This is an optimization exercise on Yosys and OpenROAD, whose aim is small area, not a production implementation. Only simulation tests tie the RTL to the original design; equivalence was not proved. Power and IR drop assume default switching activity.

==> design/flow/design.v <==
module sps_bus_reader (
    input  wire        clk,
    input  wire        rst,
    input  wire        start,
    input  wire        init,
    output wire        busy,
    output reg         done,
    output wire        rd_req,
    output wire [15:0] rd_ptr,
    output wire [6:0]  rd_len,
    input  wire        rx_valid,
    input  wire [7:0]  rx_byte,
    input  wire        rx_end,
    output wire [3:0]  last_result,
    output reg         rec_valid,
    output wire [2:0]  health,
    output reg  [31:0] bad_cnt,
    output reg  [31:0] good_cnt,
    input  wire [3:0]  rec_sel,
    output wire [31:0] rec_data
);
    reg  [2:0]  state;
    wire        st_d = state[2];
    wire        st_r = state[1];
    wire        st_x = state[0];
    function [7:0] crc_step;
        input [7:0] v;
        reg   [7:0] a;
        integer k;
        begin
            a = v;
            for (k = 0; k < 8; k = k + 1)
                a = a[7] ? ({a[6:0], 1'b0} ^ 8'h31) : {a[6:0], 1'b0};
            crc_step = a;
        end
    endfunction
    reg  [7:0]  acc;        
    reg  [1:0]  ph;         
    reg  [4:0]  grp;        
    reg         ovf;        
    reg         mism;       
    reg  [7:0]  sh [0:39];  
    reg  [31:0] record [0:9];
    reg  [1:0]  link;
    reg         lr3, lr2, lr1;
    integer i;
    wire req    = st_r & ~st_x;
    wire commit = st_r & st_x;
    assign busy   = |state;
    assign rd_req = req;
    assign rd_ptr = 16'h0202;
    assign rd_len = {1'b0, st_d, st_d, st_d, st_d, ~st_d, ~st_d};
    assign last_result = {lr3, lr2, lr1, lr2};
    assign health      = {link, link[0]};
    wire [7:0] x     = acc ^ rx_byte;
    wire       at20  = grp[4] & grp[2];             
    wire       ph0   = ~ph[1] & ~ph[0];
    wire       len60 = ~ovf & ph0 & at20;
    wire       rdy_ok = ~mism & ~ovf & ph0 & (grp == 5'd1);
    wire       ok    = st_d & len60 & ~mism;
    always @(posedge clk) begin
        if (req) begin
            acc  <= 8'hFF;
            ph   <= 2'd0;
            grp  <= 5'd0;
            ovf  <= 1'b0;
            mism <= 1'b0;
        end else if (rx_valid) begin
            if (ph[1]) begin
                ph  <= 2'd0;
                acc <= 8'hFF;
                grp <= grp + 5'd1;
                if (x != 8'h00)
                    mism <= 1'b1;
            end else begin
                ph  <= {ph[0], ~ph[0]};
                acc <= crc_step(x);
                if (ph0 & at20)
                    ovf <= 1'b1;
                if (~st_d && (rx_byte[7:1] != 7'd0 || rx_byte[0] != ph[0]))
                    mism <= 1'b1;
            end
        end
    end
    always @(posedge clk) begin
        if (rx_valid & ~ph[1]) begin
            sh[0] <= rx_byte;
            for (i = 1; i < 40; i = i + 1)
                sh[i] <= sh[i-1];
        end
    end
    always @(posedge clk) begin
        if (commit & ok)
            for (i = 0; i < 10; i = i + 1)
                record[i] <= {sh[39-4*i], sh[38-4*i], sh[37-4*i], sh[36-4*i]};
    end
    reg [31:0] rd;
    always @(*) begin
        rd = 32'h0;
        for (i = 0; i < 8; i = i + 1)
            if (rec_sel == i)
                rd = rd | record[i];
        if (rec_sel[3] & ~rec_sel[0]) rd = rd | record[8];
        if (rec_sel[3] &  rec_sel[0]) rd = rd | record[9];
    end
    assign rec_data = rd;
    wire        idle_init = ~busy & init & ~start;
    wire        bad_up    = commit & ~ok;
    wire        good_up   = commit & ok;
    reg  [32:0] bc, gc;
    always @(*) begin
        bc[0] = bad_up  & ~(&bad_cnt);
        gc[0] = good_up & ~(&good_cnt);
        for (i = 0; i < 32; i = i + 1) begin
            bc[i+1] = bc[i] & bad_cnt[i];
            gc[i+1] = gc[i] & good_cnt[i];
        end
    end
    always @(posedge clk) begin
        if (rst | idle_init | good_up)
            bad_cnt <= 32'd0;
        else
            bad_cnt <= bad_cnt ^ bc[31:0];
        if (rst | idle_init)
            good_cnt <= 32'd1;
        else
            good_cnt <= good_cnt ^ gc[31:0];
    end
    always @(posedge clk) begin
        if (rst) begin
            state     <= 3'b000;
            done      <= 1'b0;
            lr3       <= 1'b1;
            lr2       <= 1'b1;
            lr1       <= 1'b1;
            rec_valid <= 1'b0;
            link      <= 2'b00;
        end else begin
            done <= commit;
            case (state)
                3'b000: if (start) state <= 3'b010;
                3'b010: state <= 3'b001;
                3'b001: if (rx_end) state <= rdy_ok ? 3'b110 : 3'b011;
                3'b110: state <= 3'b101;
                3'b101: if (rx_end) state <= 3'b111;
                default: state <= 3'b000;
            endcase
            if (idle_init)
                link <= 2'b00;
            if (commit) begin
                lr3 <= ~st_d;
                lr2 <= st_d & ~(len60 & ~mism);
                lr1 <= st_d & ~len60;
                if (ok) begin
                    rec_valid <= 1'b1;
                    link      <= 2'b01;
                end else if (|bad_cnt[31:2]) begin
                    link      <= 2'b10;
                end
            end
        end
    end
endmodule
==> design/flow/run.sh <==
#!/bin/bash
# synth_recipe.tcl (not shown) runs the flow's synth.tcl, then flattens the netlist and writes it again
# the make line also repeats each setting of config.mk as NAME=value (left out here)
make -C /OpenROAD-flow-scripts/flow DESIGN_CONFIG=/design/flow/config.mk WORK_HOME=/design/flow/orfs CLKGATE_MAP_FILE= SYNTH_SCRIPT=/design/flow/synth_recipe.tcl finish
==> design/flow/config.mk <==
export PLATFORM = sky130hd
export DESIGN_NAME = sps_bus_reader
export DESIGN_NICKNAME = sps_bus_reader
export VERILOG_FILES = /design/flow/design.v
export SDC_FILE = /design/flow/constraint.sdc
export NUM_CORES = 4
export LEC_CHECK = 0
export CAP_MARGIN = 20
export CORE_MARGIN = 2
export CORE_UTILIZATION = 40
export SLEW_MARGIN = 20
==> design/flow/constraint.sdc <==
create_clock -name core_clock -period 10.0 [get_ports {clk}]
set_input_delay 2.0000 -clock core_clock [delete_from_list [all_inputs] [get_ports {clk}]]
set_output_delay 2.0000 -clock core_clock [all_outputs]
set_load 0.01 [all_outputs]
==> summary.txt, run 1 <==
outcome finished clean; Iter 0 DRT Violations 1124; min-delay src sh[39][2]; reg-to-reg startpoint ph[1]; synthesized area per cell 19.2 um2; Die Y 257 um; FF-to-FF setup slack 2.63 ns; RSZ-0062 raised after global routing no; GR Overflow Total 0; Peak VDD IR 0.000135 V; XOR/XNOR Fraction of Synth Area 0.00877; largest net degree at the start of global routing 185; hold depth 0; Synthesis Warnings 3; Area growth syn-to-layout 17.1%; pins over their slew limit 0; first-pass iteration count of the detailed router 7; cell area power density 222 nW/um2; Synth Area in Compound Gates 0.0383; vias per std cell 5.09; setup ws final 2.63 ns; DP HPWL 27300 um; multiplexer area fraction after synthesis 0.0390; Synth cell types 47; GPL Wtd Cong 0.781; Async S/R FF share, synth 0; WL per Instance 19.5 um; Post-CTS Setup Inserts 0; max-cap violation count 0; main area contributors after synthesis edfxtp_1 75%, dfxtp_1 7.1%, ha_1 3.1%, mux2i_1 2.5%, mux2_2 1.4%; first-pass GRT wire length 71000 um; IO Count 148; most frequent CP cell ha_1; Worst slew margin 0.235; Synth Flop Type edfxtp_1; most frequent cells in the layout 640 x edfxtp_1, 127 x clkdlybuf4s50_1, 91 x dfxtp_1; clk buf depth 3; ratio of cells with drive above 1 in the final layout 0.105; clk latency of the worst-skew pair 0.61 ns; final worst-path cycle share 0.737; post_cts resized 0; Slowest-stage cell, CP or3_4; Critical Path RT 10.49 ns; post-synthesis simple-gate area fraction 0.0448; Setup Skew 0.0184 ns; post-synthesis adder-cell area fraction 0.0312; post-synthesis cell count 1338; Pleak 0.0105 uW; worst hold endpoint record[0][26]; crit end category flop; antenna violations before repair 0; number of global-route vias before repair 12162; htree depth 3; placed inst area 27800 um2; post-synthesis sequential element count 731; Syn Std Cell Area 25700 um2; row count 92; launch point of the worst path ph[1]; Nets 1573; Final ANT Viol Nets 0; clk sink count 731; R2R depth 36; Core Box Area 63300 um2; clock-pin slew on the worst setup and hold paths 0.06 ns; Crit Path Class flop to flop; Total Routing Usage GR 0.138; worst hold path type flop to flop; area share of the largest cell type after synthesis 0.749; dominant cell type by area after synthesis edfxtp_1; TritonCTS clock tree yes; post-route cell area 30000 um2; fin crit period 7.37 ns; Fill cells 5332; Total Neg Setup Slack 0 ns; CP max FO 5; crit path launch type flop; most common cell after layout, fill and taps aside edfxtp_1; Core Util, Final 0.475; drt total wl 46700 um; CTS buffer count 71; largest family of logic cells by synthesized area simple AND/OR/NAND/NOR gates; worst r2r dst bad_cnt[31]; number of synthesized flops with an enable pin 640; Diodes inserted 0; Slew @ Worst Pin 1.15 ns; final hold violation count 0; die area 66200 um2; highest clock rate 136 MHz; clk root buf clkbuf_16; IO buf count 130; initial core utilization 0.405; CP peak stage delay 0.40 ns; routed via count 12183; sequential area share after synthesis 0.820; width of the chip 257 um; pre-CTS setup slack 2.67 ns; Critical Path AT 7.85 ns; DRC viols 0; final setup vio count 0; Post-CTS Hold Buffers 0
## routing by layer
layer	GRT usage	up-vias	share of wire
met5	0	-	0
met4	0.0419	0	0.023
met3	0.0304	86	0.043
met2	0.210	270	0.46
met1	0.199	6232	0.47
li1	-	5595	-
## worst max-delay path by stage
stage / end / depth (start not counted)
after detailed placement: bad_cnt[31] / 36
final: bad_cnt[31] / 36
after global routing: bad_cnt[31] / 36
after floorplan: mism / 5
after global placement: bad_cnt[31] / 36
after CTS: bad_cnt[31] / 36
## critical path: cells and delay by family (launching register included)
| family | cells | cell delay, ns |
|---|---|---|
| flops | 1 | 0.34 |
| fa+ha+maj | 31 | 5.62 |
| simple gates | 3 | 0.96 |
| compound gates | 1 | 0.18 |
| xor+xnor | 1 | 0.14 |
## registers in the layout, summed over array words and instances, names as in the netlist
register and count:
acc 8, bad_cnt 32, done 1, good_cnt 32
grp 5, link 2, lr1 1, lr2 1
lr3 1, mism 1, ovf 1, ph 2
rec_valid 1, record 320, sh 320, state 3
## Yosys cell counts (6+ instances only)
| cell type | number |
|---|---|
| a21oi_1 | 12 |
| a221oi_1 | 32 |
| a222oi_1 | 31 |
| and2_1 | 32 |
| and3_1 | 34 |
| buf_2 | 14 |
| buf_4 | 27 |
| clkbuf_1 | 32 |
| dfxtp_1 | 91 |
| edfxtp_1 | 640 |
| ha_1 | 64 |
| mux2_2 | 33 |
| mux2i_1 | 63 |
| nand2_1 | 46 |
| nand3_1 | 7 |
| nand4_1 | 22 |
| nor2_1 | 25 |
| nor3_1 | 15 |
| nor4_1 | 15 |
| o21ai_0 | 6 |
| o22ai_1 | 32 |
| xnor2_1 | 12 |
| xor2_1 | 10 |
## layout make-up
| type | count | area, um2 | share of cell area |
|---|---|---|---|
| sequential | 731 | 21000 | 0.700 |
| clock inverter | 45 | 335 | 0.0112 |
| clock buffer | 86 | 1910 | 0.0635 |
| tap | 846 | 1060 | 0.0352 |
| multi-input combinational | 538 | 4270 | 0.142 |
| timing repair buffer | 143 | 1400 | 0.0467 |
| inverter | 6 | 37.5 | 0.00125 |
## through the flow
step | cells | hold WS (ns) | total power [uW]
global route | 2395 | 0.430 | 6910
detailed placement | 2264 | 0.406 | 4170
CTS | 2395 | 0.420 | 6740
floorplan | 1353 | 0.400 | 4050
finish | 2395 | 0.420 | 6670
global placement | 2264 | 0.402 | 4150
## power breakdown
part / switching (uW) / leakage (uW) / internal, uW
clock: 1130 / 0.00109 / 1430
sequential: 118 / 0.00669 / 3630
combinational: 232 / 0.00274 / 124
total: 1480 / 0.0105 / 5180
## cell families after synthesis
logic type / after synthesis
AND/OR/NAND/NOR: 211
XOR/XNOR: 24
flip-flops: 731
adder cells (fa/ha/maj): 64
multiplexers: 96
AO/OA/AOI/OAI: 126
other: 2
buffers and inverters: 84
==> run 2: changes to the inputs <==
--- a/design/flow/config.mk
+++ b/design/flow/config.mk
@@ -7,5 +7,6 @@
 export LEC_CHECK = 0
 export CAP_MARGIN = 20
 export CORE_MARGIN = 2
-export CORE_UTILIZATION = 40
+export CORE_UTILIZATION = 65
+export CTS_BUF_LIST = sky130_fd_sc_hd__clkbuf_4 sky130_fd_sc_hd__clkbuf_8
 export SLEW_MARGIN = 20
==> run 2 against run 1 <==
Power is 3.0% lower. Critical path depth stayed put. Clock skew is 0.0013 ns lower. Sequential cell count stayed put. Non-clock buffer count is 2 higher. Combinational power hardly changed. Sequential power hardly changed. Global-route usage is 8.8 points higher. Area after synthesis stayed put. Wire length is 2.7% lower. Die area is 38% lower. Largest cell class unchanged. Highest routed layer unchanged.
==> summary.txt, run 2 <==
area share of the largest cell type after synthesis 0.749; Final Instance Count excl. Fillers 2141; largest net degree at the start of global routing 149; count leader, synth edfxtp_1; TritonCTS clock tree yes; initial core utilization 0.661; Post-CTS Hold Buffers 0; Total Routing Usage GR 0.226; GPL Wtd Cong 0.769; CTS buffer count 108; Core Util, Final 0.763; DP HPWL 27000 um; clk sink count 731; first-pass iteration count of the detailed router 6; routed via count 12283; die area 41100 um2; clock-pin slew on the worst setup and hold paths 0.06 ns; Final ANT Viol Nets 0; setup ws final 2.52 ns; final worst-path cycle share 0.748; Async S/R FF share, synth 0; width of the chip 203 um; synthesized area per cell 19.2 um2; Slowest-stage cell, CP nor4_1; number of global-route vias before repair 12309; clk buf depth 3; Slew @ Worst Pin 0.932 ns; most frequent cells in the layout 640 x edfxtp_1, 128 x clkdlybuf4s50_1, 118 x clkbuf_8; synth cell count leaders 640 x edfxtp_1, 91 x dfxtp_1, 64 x ha_1; post-synthesis cell count 1338; Largest regs record x320, sh x320; IO Count 148; number of synthesized flops with an enable pin 640; min-delay src sh[39][3]; dominant cell type by area after synthesis edfxtp_1; most common cell after layout, fill and taps aside edfxtp_1; Pint 5060 uW; Total Neg Setup Slack 0 ns; Peak VDD IR 0.000189 V; worst r2r dst bad_cnt[31]; htree depth 3; R2R depth 36; outcome finished clean; hold depth 0; fin crit period 7.48 ns; pre-CTS setup slack 2.52 ns; switch share 0.218; Die Y 203 um; crit end category flop; post-synthesis sequential element count 731; final setup vio count 0; most frequent CP cell ha_1; Core Box Area 38800 um2; Synth Flop Type edfxtp_1; highest clock rate 134 MHz; Pleak 0.0106 uW; antenna violations before repair 0; sequential area share after synthesis 0.820; clk root buf clkbuf_8; WL per Instance 21.2 um; final hold violation count 0; main area contributors after synthesis edfxtp_1 75%, dfxtp_1 7.1%, ha_1 3.1%, mux2i_1 2.5%, mux2_2 1.4%; Crit Path Class flop to flop; Synthesis Warnings 3; first-pass GRT wire length 70000 um; Area growth syn-to-layout 15.4%; ratio of cells with drive above 1 in the final layout 0.144; CP peak stage delay 0.61 ns; cell area power density 218 nW/um2; Iter 0 DRT Violations 1128; Clock power frac 0.365; Synth cell types 47; crit path launch type flop; DRC viols 0; vias per std cell 5.74; max-cap violation count 0; reg-to-reg startpoint bad_cnt[3]; pins over their slew limit 0; Post-CTS Setup Inserts 0; Nets 1612; drt total wl 45400 um; Critical Path AT 8.02 ns; Tot Pwr 6460 uW; FF-to-FF setup slack 2.52 ns; GR Overflow Total 0; IO buf count 130; Setup Skew 0.0171 ns; row count 72; Critical Path RT 10.54 ns; switching pwr 1410 uW; worst hold path type flop to flop; sequential share of power 0.581; Syn Std Cell Area 25700 um2; RSZ-0062 raised after global routing no; CP max FO 4; worst hold endpoint record[0][27]; Comb pwr share 0.055; Worst slew margin 0.378; post_cts resized 0; clk latency of the worst-skew pair 0.66 ns; placed instance count 1938
==> run 2: cell counts after synthesis <==
Identical to the previous run, type by type.
==> run 2: cells by family after synthesis <==
group | after synthesis | share of synthesized area
buffers and inverters | 84 | 0.0178
DFF | 731 | 0.820
AOI/OAI and AO/OA | 126 | 0.0383
and+or+nand+nor | 211 | 0.0448
other | 2 | 0.000293
xor gates and xnor gates | 24 | 0.00877
adders and majority gates | 64 | 0.0312
muxes | 96 | 0.0390
==> run 2: final cells by class <==
type | instances | area, um2
Tap cell | 518 | 648
Antenna cell | 1 | 2.50
Clock inverter | 46 | 269
Multi-Input combinational cell | 538 | 4260
Inverter | 6 | 37.5
Clock buffer | 156 | 1910
Timing Repair Buffer | 145 | 1440
Fill cell | 2227 | 9220
Sequential cell | 731 | 21000
==> run 2: through the flow <==
stage          area (um2)  hold slack (ns)
6_report            29600            0.415
3_5_place_dp        27400            0.405
5_1_grt             29600            0.430
2_1_floorplan       25700            0.400
3_3_place_gp        27400            0.400
4_1_cts             29600            0.417
==> run 2: worst max-delay path by stage <==
stage | slack, ns | from | to
3_3_place_gp | 2.68 | ph[1] | bad_cnt[31]
5_1_grt | 2.18 | bad_cnt[3] | bad_cnt[31]
6_report | 2.52 | bad_cnt[3] | bad_cnt[31]
3_5_place_dp | 2.52 | bad_cnt[3] | bad_cnt[31]
2_1_floorplan | 0.83 | rx_valid | mism
4_1_cts | 2.47 | bad_cnt[3] | bad_cnt[31]
==> run 2: routing by layer <==
metal	track usage	wire [um]
met4	0.0717	800
met1	0.349	21300
met3	0.0531	2790
met2	0.326	20500
met5	0	0
==> run 2: critical path: cells and delay by family (launching register included) <==
family / cells / cell delay (ns)
adders and majority gates: 31 / 5.70
DFF: 1 / 0.43
xor gates and xnor gates: 1 / 0.13
AOI/OAI and AO/OA: 1 / 0.20
and+or+nand+nor: 3 / 0.91
==> run 2: power groups by stage <==
stage | clock [uW] | sequential, uW | combinational (uW)
2_1_floorplan | 0 | 3800 | 250
3_3_place_gp | 0 | 3800 | 349
3_5_place_dp | 0 | 3810 | 359
4_1_cts | 2410 | 3750 | 359
5_1_grt | 2540 | 3780 | 394
6_report | 2360 | 3750 | 355

-- what the ideal ports hide --
How much do the figures lean on ideal ports? The routed layouts below were timed once more, with nothing changed but the port constraints.
Step 1: set_driving_cell puts a clkbuf_16 on clk and a buf_2 on each other input, an assumption about the parent block.
Step 2, shift: input delay + t, output delay - t, t = (earliest + latest rising clock arrival at the registers) / 2. This alone moves slack from input paths to output paths.
a / b / c = ideal ports / drivers / drivers and shift; a / b = the first two.
run	t, ns	slack for setup (ns)	worst hold slack (ns)	worst setup path at the end	clock arrival spread, ns
run 1	0.654	2.635 / 2.635 / 2.635	0.420 / 0.420 / 0.420	register to register	0.028 / 0.028
run 2	0.701	2.517 / 2.517 / 2.517	0.415 / 0.415 / 0.415	register to register	0.023 / 0.022
After both steps setup and hold are still met in every run listed.
